What follows belongs to an exercise in optimizing a design on an open flow for small area; a production flow would make more cautious choices.
The RTL was checked by simulation tests, not by an equivalence proof against the original design.
Power and IR drop assume default switching activity.

==> inputs of job 3055 <==
==> flow/design.v <==
module irds_bindlist #(
    parameter CAP = 16
) (
    input  wire        clk,
    input  wire        rst,
    input  wire        wr_en,
    input  wire        wr_wild,
    input  wire [7:0]  wr_code,
    input  wire        wr_present,
    input  wire [15:0] wr_handle,
    output wire        full,
    input  wire [7:0]  key,
    output reg         found,
    output reg         found_present,
    output reg  [3:0]  found_idx,
    input  wire [CAP-1:0] rd_sel,
    output reg  [15:0]    rd_handle
);
    reg [4:0]  count;
    reg        wild;
    reg [3:0]  wpos;
    reg [7:0]  code    [0:CAP-1];
    reg        present [0:CAP-1];
    reg [15:0] handle  [0:CAP-1];
    assign full      = count[4];
    always @(posedge clk) begin
        if (rst) begin
            count <= 5'd0;
            wild  <= 1'b0;
        end else if (wr_en) begin
            count <= count + 5'd1;
            if (wr_wild && !wild) begin
                wild <= 1'b1;
                wpos <= count[3:0];
            end
        end
    end
    always @(posedge clk) begin
        if (wr_en) begin
            code[count[3:0]]    <= wr_code;
            present[count[3:0]] <= wr_present;
            handle[count[3:0]]  <= wr_handle;
        end
    end
    integer j;
    always @(*) begin
        rd_handle = 16'd0;
        for (j = 0; j < CAP; j = j + 1)
            rd_handle = rd_handle | (handle[j] & {16{rd_sel[j]}});
    end
    integer i;
    always @(*) begin
        found         = 1'b0;
        found_present = 1'b0;
        found_idx     = 4'd0;
        for (i = CAP - 1; i >= 0; i = i - 1) begin
            if (i < count && (code[i] == key || (wild && wpos == i))) begin
                found         = 1'b1;
                found_present = present[i];
                found_idx     = i;
            end
        end
    end
endmodule
module irds_cbfifo #(
    parameter CAP = 16,
    parameter W   = 5
) (
    input  wire         clk,
    input  wire         rst,
    input  wire         push0,
    input  wire [W-1:0] data0,
    input  wire         push1,
    input  wire [W-1:0] data1,
    input  wire         pop,
    output wire         valid,
    output reg  [W-1:0] head,
    output wire [4:0]   count
);
    reg [W-1:0] mem [0:CAP-1];
    reg [4:0]   rd_ptr;
    reg [4:0]   wr_ptr;
    wire [4:0]  cnt = wr_ptr - rd_ptr;
    assign count = cnt;
    assign valid = (wr_ptr != rd_ptr);
    wire [CAP-1:0] rd_dec = {{(CAP-1){1'b0}}, 1'b1} << rd_ptr[3:0];
    integer k;
    always @(*) begin
        head = {W{1'b0}};
        for (k = 0; k < CAP; k = k + 1)
            head = head | (mem[k] & {W{rd_dec[k]}});
    end
    wire do_pop = pop && valid;
    always @(posedge clk) begin
        if (rst) begin
            rd_ptr <= 5'd0;
            wr_ptr <= 5'd0;
        end else begin
            if (do_pop)
                rd_ptr <= rd_ptr + 5'd1;
            wr_ptr <= wr_ptr + {4'd0, push0} + {4'd0, push1};
        end
    end
    wire         first  = push0 || push1;
    wire [W-1:0] data_a = push0 ? data0 : data1;    
    wire [W-1:0] d_even = wr_ptr[0] ? data1 : data_a;
    wire [W-1:0] d_odd  = wr_ptr[0] ? data_a : data1;
    wire [CAP-1:0] wr_dec = {{(CAP-1){1'b0}}, 1'b1} << wr_ptr[3:0];
    integer i;
    always @(posedge clk) begin
        for (i = 0; i < CAP; i = i + 1)
            if ((first && wr_dec[i]) || (push0 && push1 && wr_dec[(i + CAP - 1) % CAP]))
                mem[i] <= (i % 2) ? d_odd : d_even;
    end
endmodule
module irds_ir (
    input  wire        clk,
    input  wire        rst,
    input  wire        ev_valid,
    input  wire [2:0]  ev_op,
    input  wire [31:0] ev_data,
    input  wire [31:0] now_ms,
    output wire        cb_valid,
    output wire [15:0] cb_handle,
    input  wire        cb_ready,
    output reg         conn,
    output reg         proto,
    output wire [2:0]  fault_cause,
    output wire [5:0]  bits,
    output reg  [15:0] addr,
    output reg  [15:0] cmdf,
    output reg         newdg,
    output reg         ac_valid,
    output reg  [7:0]  ac_code
);
    localparam OP_NOP       = 3'd0;
    localparam OP_PULSE     = 3'd1;
    localparam OP_EDGE_MARK = 3'd2;
    localparam OP_EDGE_SPC  = 3'd3;
    localparam OP_CONNECT   = 3'd4;
    localparam OP_BUTTON    = 3'd5;
    localparam OP_QUERY     = 3'd6;
    localparam OP_RCHECK    = 3'd7;
    localparam [14:0] T_BIT1   = 15'd1600;
    localparam [14:0] T_REPEAT = 15'd2700;
    localparam [14:0] T_START  = 15'd12500;
    localparam [31:0] REPEAT_TIMEOUT_MS = 32'd120;
    localparam        CB_CAP = 16;
    reg        f_ins;
    reg        f_bind;
    assign fault_cause = {f_bind, 1'b0, f_ins};
    reg [4:0]  nbits;
    assign bits = {1'b0, nbits};
    reg [30:0] sreg;
    reg [13:0] mark;
    reg [31:0] deadline;
    wire ok         = ev_valid && !f_ins && !f_bind;
    wire pulse_path = ok && conn;
    wire        is_pulse = pulse_path && (ev_op == OP_PULSE || ev_op == OP_EDGE_SPC);
    wire        d_big    = |ev_data[31:14];
    wire [14:0] d_low    = {1'b0, ev_data[13:0]} + {1'b0, (ev_op[1] ? mark : 14'd0)};
    wire c_bit    = !d_big && (d_low < T_REPEAT);
    wire c_bitval = d_low >= T_BIT1;
    wire c_repeat = !d_big && (d_low >= T_REPEAT) && (d_low < T_START);
    wire [4:0] nb1     = nbits + 5'd1;
    wire       in_addr = (nbits < 5'd8);            
    wire       jump    = in_addr && proto && c_bitval;
    wire       last    = (nbits == 5'd31);          
    wire got_bit    = is_pulse && c_bit;
    wire got_dgram  = got_bit && last;
    wire got_repeat = is_pulse && c_repeat;
    wire [7:0] new_code = sreg[14:7];
    wire       bind_op      = ok && (ev_op == OP_BUTTON);
    wire       bind_wild    = ev_data[8];
    wire       bind_kind    = ev_data[9];
    wire       bind_present = ev_data[10];
    wire       bind_legal   = !ev_data[8] || (ev_data[7:0] == 8'd0);
    wire       prs_full, rel_full;
    wire       bind_full    = bind_kind ? rel_full : prs_full;
    wire       bind_wr      = bind_op && bind_legal && !bind_full;
    wire        prs_found, prs_present;
    wire [3:0]  prs_idx;
    wire        rel_found, rel_present;
    wire [3:0]  rel_idx;
    wire [4:0]  cb_head;
    wire [15:0] prs_rd, rel_rd;
    wire [15:0] prs_sel, rel_sel;
    irds_bindlist u_pressed (
        .clk(clk), .rst(rst),
        .wr_en(bind_wr && !bind_kind), .wr_wild(bind_wild), .wr_code(ev_data[7:0]),
        .wr_present(bind_present), .wr_handle(ev_data[31:16]),
        .full(prs_full),
        .key(new_code),
        .found(prs_found), .found_present(prs_present), .found_idx(prs_idx),
        .rd_sel(prs_sel), .rd_handle(prs_rd)
    );
    irds_bindlist u_released (
        .clk(clk), .rst(rst),
        .wr_en(bind_wr && bind_kind), .wr_wild(bind_wild), .wr_code(ev_data[7:0]),
        .wr_present(bind_present), .wr_handle(ev_data[31:16]),
        .full(rel_full),
        .key(ac_code),
        .found(rel_found), .found_present(rel_present), .found_idx(rel_idx),
        .rd_sel(rel_sel), .rd_handle(rel_rd)
    );
    wire [15:0] head_dec = 16'd1 << cb_head[3:0];
    assign prs_sel = cb_head[4] ? 16'd0 : head_dec;
    assign rel_sel = cb_head[4] ? head_dec : 16'd0;
    assign cb_handle = prs_rd | rel_rd;
    wire [4:0] cb_count;
    wire       change    = got_dgram && !(ac_valid && ac_code == new_code);
    wire       rchk      = pulse_path && (ev_op == OP_RCHECK);
    wire       timeout   = rchk && ac_valid && (now_ms > deadline);
    wire want_rel = ((change && ac_valid) || timeout) && rel_found && rel_present;
    wire want_prs = change && prs_found && prs_present;
    wire rel_fits = !cb_count[4];
    wire prs_fits = want_rel ? (cb_count < CB_CAP - 1) : !cb_count[4];
    wire rel_ovf  = want_rel && !rel_fits;
    wire prs_ovf  = want_prs && !rel_ovf && !prs_fits;
    wire ins_ovf  = rel_ovf || prs_ovf;
    wire push_rel = want_rel && rel_fits;
    wire push_prs = want_prs && !ins_ovf;
    irds_cbfifo #(.CAP(CB_CAP), .W(5)) u_cbq (
        .clk(clk), .rst(rst),
        .push0(push_rel), .data0({1'b1, rel_idx}),
        .push1(push_prs), .data1({1'b0, prs_idx}),
        .pop(cb_ready),
        .valid(cb_valid), .head(cb_head), .count(cb_count)
    );
    always @(posedge clk) begin
        if (got_bit) begin
            sreg <= {sreg[29:0], c_bitval};
            if (jump)
                sreg[8:1] <= 8'd0;
        end
        if (got_dgram || got_repeat)
            deadline <= now_ms + REPEAT_TIMEOUT_MS;
        if (ok && ev_op == OP_CONNECT && !conn)
            mark <= 14'd0;
        if (pulse_path && ev_op == OP_EDGE_MARK)
            mark <= d_big ? 14'h3FFF : ev_data[13:0];
    end
    always @(posedge clk) begin
        if (rst) begin
            conn     <= 1'b0;
            proto    <= 1'b0;
            f_ins    <= 1'b0;
            f_bind   <= 1'b0;
            nbits    <= 5'd0;
            addr     <= 16'd0;
            cmdf     <= 16'd0;
            newdg    <= 1'b0;
            ac_valid <= 1'b0;
            ac_code  <= 8'd0;
        end else if (ok) begin
            case (ev_op)
                OP_CONNECT: begin
                    if (!conn) begin
                        conn  <= 1'b1;
                        proto <= ev_data[0];
                    end
                end
                OP_BUTTON: begin
                    if (bind_legal && bind_full)
                        f_bind <= 1'b1;
                end
                OP_QUERY: begin
                    newdg <= 1'b0;
                end
                OP_RCHECK: begin
                    if (timeout) begin
                        if (rel_ovf) begin
                            f_ins <= 1'b1;
                        end else begin
                            ac_valid <= 1'b0;
                            ac_code  <= 8'd0;
                            nbits    <= 5'd0;
                        end
                    end
                end
                default: ;
            endcase
            if (is_pulse) begin
                if (c_bit)
                    nbits <= last ? 5'd0 : jump ? 5'd9 : nb1;
                else
                    nbits <= 5'd0;
                if (got_dgram) begin
                    addr  <= sreg[30:15];
                    cmdf  <= {sreg[14:0], c_bitval};
                    newdg <= 1'b1;
                end
                if (change) begin
                    if (ins_ovf) begin
                        f_ins <= 1'b1;
                    end else begin
                        ac_valid <= 1'b1;
                        ac_code  <= new_code;
                    end
                end
            end
        end
    end
endmodule
==> flow/flow/run.sh <==
#!/bin/bash
# The standard layout (standard.sh) with these changes:
#  - synthesis maps the combinational logic with an area-oriented ABC script
#    (flow/abc_speed.script) in place of ORFS's delay-oriented one;
#  - clock tree synthesis inserts no dummy loads;
#  - the port buffers are the smallest buffer, buf_1 (repair may resize them).
# Everything else is ORFS's own scripts and the standard flow's config.mk.
set -euo pipefail
W=$PWD
rm -rf "$W/scripts_alt"
cp -r "$FLOW_HOME/scripts" "$W/scripts_alt"
cp "$W/flow/abc_speed.script" "$W/scripts_alt/abc_speed.script"
export SCRIPTS_DIR="$W/scripts_alt"
export BUFFER_PORTS_ARGS="-inputs -outputs -buffer_cell sky130_fd_sc_hd__buf_1"
export CTS_ARGS="-sink_clustering_enable -repair_clock_nets -sink_clustering_size 10 -sink_clustering_max_diameter 40 -buf_list sky130_fd_sc_hd__clkbuf_4 -dont_use_dummy_load"
bash "$W/standard.sh" > "$W/standard.log" 2>&1
==> flow/flow/abc_speed.script <==
&get -n
&st
&syn2
&dch -f
&nf -p -R 1000 -F 8 -A 4 -C 32
&st
&syn3
&dch -f
&nf -p -R 1000 -F 8 -A 4 -C 32
&st
&syn2
&dch -f
&nf -p -R 1000 -F 8 -A 4 -C 32
&put
topo
==> flow/standard.sh <==
#!/bin/bash
# synth_recipe.tcl (not shown) runs the flow's synth.tcl, then flattens the netlist and writes it again
# the make line also repeats each setting of config.mk as NAME=value (left out here)
make -C /OpenROAD-flow-scripts/flow DESIGN_CONFIG=/design/flow/config.mk WORK_HOME=/design/flow/orfs CLKGATE_MAP_FILE= SYNTH_SCRIPT=/design/flow/synth_recipe.tcl "${@:-finish}"
==> flow/config.mk <==
export PLATFORM = sky130hd
export DESIGN_NAME = irds_ir
export DESIGN_NICKNAME = irds_ir
export VERILOG_FILES = /design/flow/design.v
export SDC_FILE = /design/flow/constraint.sdc
export NUM_CORES = 4
export LEC_CHECK = 0
export CAP_MARGIN = 5
export CORE_MARGIN = 2
export CORE_UTILIZATION = 60
export CTS_BUF_LIST = sky130_fd_sc_hd__clkbuf_4
export CTS_CLUSTER_DIAMETER = 40
export CTS_CLUSTER_SIZE = 10
export PLACE_DENSITY = 0.7
export SLEW_MARGIN = 5
==> flow/constraint.sdc <==
create_clock -name core_clock -period 10.0 [get_ports {clk}]
set_input_delay 2.0000 -clock core_clock [delete_from_list [all_inputs] [get_ports {clk}]]
set_output_delay 2.0000 -clock core_clock [all_outputs]
set_load 0.01 [all_outputs]
==> inputs of job 6434, as changes to job 3055 <==
--- a/flow/design.v
+++ b/flow/design.v
@@ -15,4 +15,4 @@
     output reg  [3:0]  found_idx,
-    input  wire [CAP-1:0] rd_sel,
-    output reg  [15:0]    rd_handle
+    input  wire [3:0]  rd_idx,
+    output wire [15:0] rd_handle
 );
@@ -25,2 +25,3 @@
     assign full      = count[4];
+    assign rd_handle = handle[rd_idx];
     always @(posedge clk) begin
@@ -43,8 +44,2 @@
         end
-    end
-    integer j;
-    always @(*) begin
-        rd_handle = 16'd0;
-        for (j = 0; j < CAP; j = j + 1)
-            rd_handle = rd_handle | (handle[j] & {16{rd_sel[j]}});
     end
@@ -76,3 +71,3 @@
     output wire         valid,
-    output reg  [W-1:0] head,
+    output wire [W-1:0] head,
     output wire [4:0]   count
@@ -80,14 +75,8 @@
     reg [W-1:0] mem [0:CAP-1];
-    reg [4:0]   rd_ptr;
-    reg [4:0]   wr_ptr;
-    wire [4:0]  cnt = wr_ptr - rd_ptr;
+    reg [3:0]   rd_ptr;
+    reg [3:0]   wr_ptr;
+    reg [4:0]   cnt;
     assign count = cnt;
-    assign valid = (wr_ptr != rd_ptr);
-    wire [CAP-1:0] rd_dec = {{(CAP-1){1'b0}}, 1'b1} << rd_ptr[3:0];
-    integer k;
-    always @(*) begin
-        head = {W{1'b0}};
-        for (k = 0; k < CAP; k = k + 1)
-            head = head | (mem[k] & {W{rd_dec[k]}});
-    end
+    assign valid = (cnt != 5'd0);
+    assign head  = mem[rd_ptr];
     wire do_pop = pop && valid;
@@ -95,20 +84,17 @@
         if (rst) begin
-            rd_ptr <= 5'd0;
-            wr_ptr <= 5'd0;
+            rd_ptr <= 4'd0;
+            wr_ptr <= 4'd0;
+            cnt    <= 5'd0;
         end else begin
             if (do_pop)
-                rd_ptr <= rd_ptr + 5'd1;
-            wr_ptr <= wr_ptr + {4'd0, push0} + {4'd0, push1};
-        end
-    end
-    wire         first  = push0 || push1;
-    wire [W-1:0] data_a = push0 ? data0 : data1;    
-    wire [W-1:0] d_even = wr_ptr[0] ? data1 : data_a;
-    wire [W-1:0] d_odd  = wr_ptr[0] ? data_a : data1;
-    wire [CAP-1:0] wr_dec = {{(CAP-1){1'b0}}, 1'b1} << wr_ptr[3:0];
-    integer i;
-    always @(posedge clk) begin
-        for (i = 0; i < CAP; i = i + 1)
-            if ((first && wr_dec[i]) || (push0 && push1 && wr_dec[(i + CAP - 1) % CAP]))
-                mem[i] <= (i % 2) ? d_odd : d_even;
+                rd_ptr <= rd_ptr + 4'd1;
+            wr_ptr <= wr_ptr + {3'd0, push0} + {3'd0, push1};
+            cnt    <= cnt + {4'd0, push0} + {4'd0, push1} - {4'd0, do_pop};
+        end
+    end
+    always @(posedge clk) begin
+        if (push0)
+            mem[wr_ptr] <= data0;
+        if (push1)
+            mem[push0 ? wr_ptr + 4'd1 : wr_ptr] <= data1;
     end
@@ -186,3 +172,2 @@
     wire [15:0] prs_rd, rel_rd;
-    wire [15:0] prs_sel, rel_sel;
     irds_bindlist u_pressed (
@@ -194,3 +179,3 @@
         .found(prs_found), .found_present(prs_present), .found_idx(prs_idx),
-        .rd_sel(prs_sel), .rd_handle(prs_rd)
+        .rd_idx(cb_head[3:0]), .rd_handle(prs_rd)
     );
@@ -203,8 +188,5 @@
         .found(rel_found), .found_present(rel_present), .found_idx(rel_idx),
-        .rd_sel(rel_sel), .rd_handle(rel_rd)
+        .rd_idx(cb_head[3:0]), .rd_handle(rel_rd)
     );
-    wire [15:0] head_dec = 16'd1 << cb_head[3:0];
-    assign prs_sel = cb_head[4] ? 16'd0 : head_dec;
-    assign rel_sel = cb_head[4] ? head_dec : 16'd0;
-    assign cb_handle = prs_rd | rel_rd;
+    assign cb_handle = cb_head[4] ? rel_rd : prs_rd;
     wire [4:0] cb_count;
==> flow/run.sh (new file) <==
#!/bin/bash
# synth_recipe.tcl (not shown) runs the flow's synth.tcl, then flattens the netlist and writes it again
# the make line also repeats each setting of config.mk as NAME=value (left out here)
make -C /OpenROAD-flow-scripts/flow DESIGN_CONFIG=/design/flow/config.mk WORK_HOME=/design/flow/orfs CLKGATE_MAP_FILE= SYNTH_SCRIPT=/design/flow/synth_recipe.tcl finish
- CAP_MARGIN: 5 -> 20
- CORE_UTILIZATION: 60 -> 40
- CTS_BUF_LIST: sky130_fd_sc_hd__clkbuf_4 -> unset
- CTS_CLUSTER_DIAMETER: 40 -> unset
- CTS_CLUSTER_SIZE: 10 -> unset
- PLACE_DENSITY: 0.7 -> 0.6
- SLEW_MARGIN: 5 -> 20
removed: flow/flow/run.sh
removed: flow/flow/abc_speed.script
removed: flow/standard.sh
==> flow_summary_export.csv <==
group,metric,value,unit
final_layout,drive_gt1_share,15.7,%
synthesis,yosysSeqAreaShare,65.9,%
power,total_power,9.24,mW
final_layout,final_nets,3371,
setup_path,worstSetupStartpointType,"input pin",
sta,worst_slew_pin_slew,1.10,ns
final_layout,seq_cell_count,1045,
status,outcome,"finished clean",
cts,cts.sinks,1045,
setup_path,worst-setup-path-type,"in2reg",
route,num_vias,26252,
global_routing,use_met2,32.0,%
power,switching_share,21.7,%
cts,clk_pin_slew,0.06,ns
cts,insertion_delay,0.74,ns
final_layout,seq_share,57.2,%
place,dp_cells,4624,
power,power.internal,7.24,mW
final_layout,buffers,227,
power,p_per_area,174,nW/um^2
-- figures above: job 6434

==> flow_summary_export.csv <==
group,metric,value,unit
status,outcome,"finished clean",
setup_path,reg2reg_from,"ac_code[6]$_SDFFE_PP0P_",
route,num_vias,27399,
cts,insertion_delay,1.04,ns
place,dp_cells,3915,
synthesis,yosysSeqAreaShare,73.0,%
cts,cts.sinks,1038,
power,power.internal,5.67,mW
power,p_per_area,167,nW/um^2
cts,clk_pin_slew,0.10,ns
final_layout,seq_share,66.9,%
final_layout,final_nets,3270,
synthesis,synth_top_area_share,69.5,%
power,total_power,7.60,mW
final_layout,drive_gt1_share,9.37,%
die,floorplan.die_area,71600,um^2
setup_path,worst-setup-path-type,"reg2out",
final_layout,buffers,245,
-- figures above: job 3055

==> re-timing with driven ports <==
The flow's constraints put no driver on any port. The routed layouts listed below were extracted and timed again, unchanged, in two steps.
Step 1: set_driving_cell puts a clkbuf_16 on clk and a buf_2 on each other input, an assumption about the parent block.
Step 2 also shifts input and output timing later by t, the mid clock arrival at the registers, as if the neighbouring blocks saw the same clock.
Three values: ideal, step 1, step 2; two values: the first two.
| run | t (ns) | setup slack, ns | worst hold slack (ns) | pins driven straight from the clock port |
|---|---|---|---|---|
| job 3055 | 1.040 | 1.571 / 1.505 / 1.472 | 0.454 / 0.454 / 0.454 | 1 |
| job 6434 | 0.766 | 2.091 / 2.080 / 1.313 | 0.445 / 0.445 / 0.445 | 1 |
After both steps every run listed still meets setup and hold. For job 6434, which loses most, drivers alone change the setup slack by -0.011 ns; drivers and shift together by -0.778 ns.
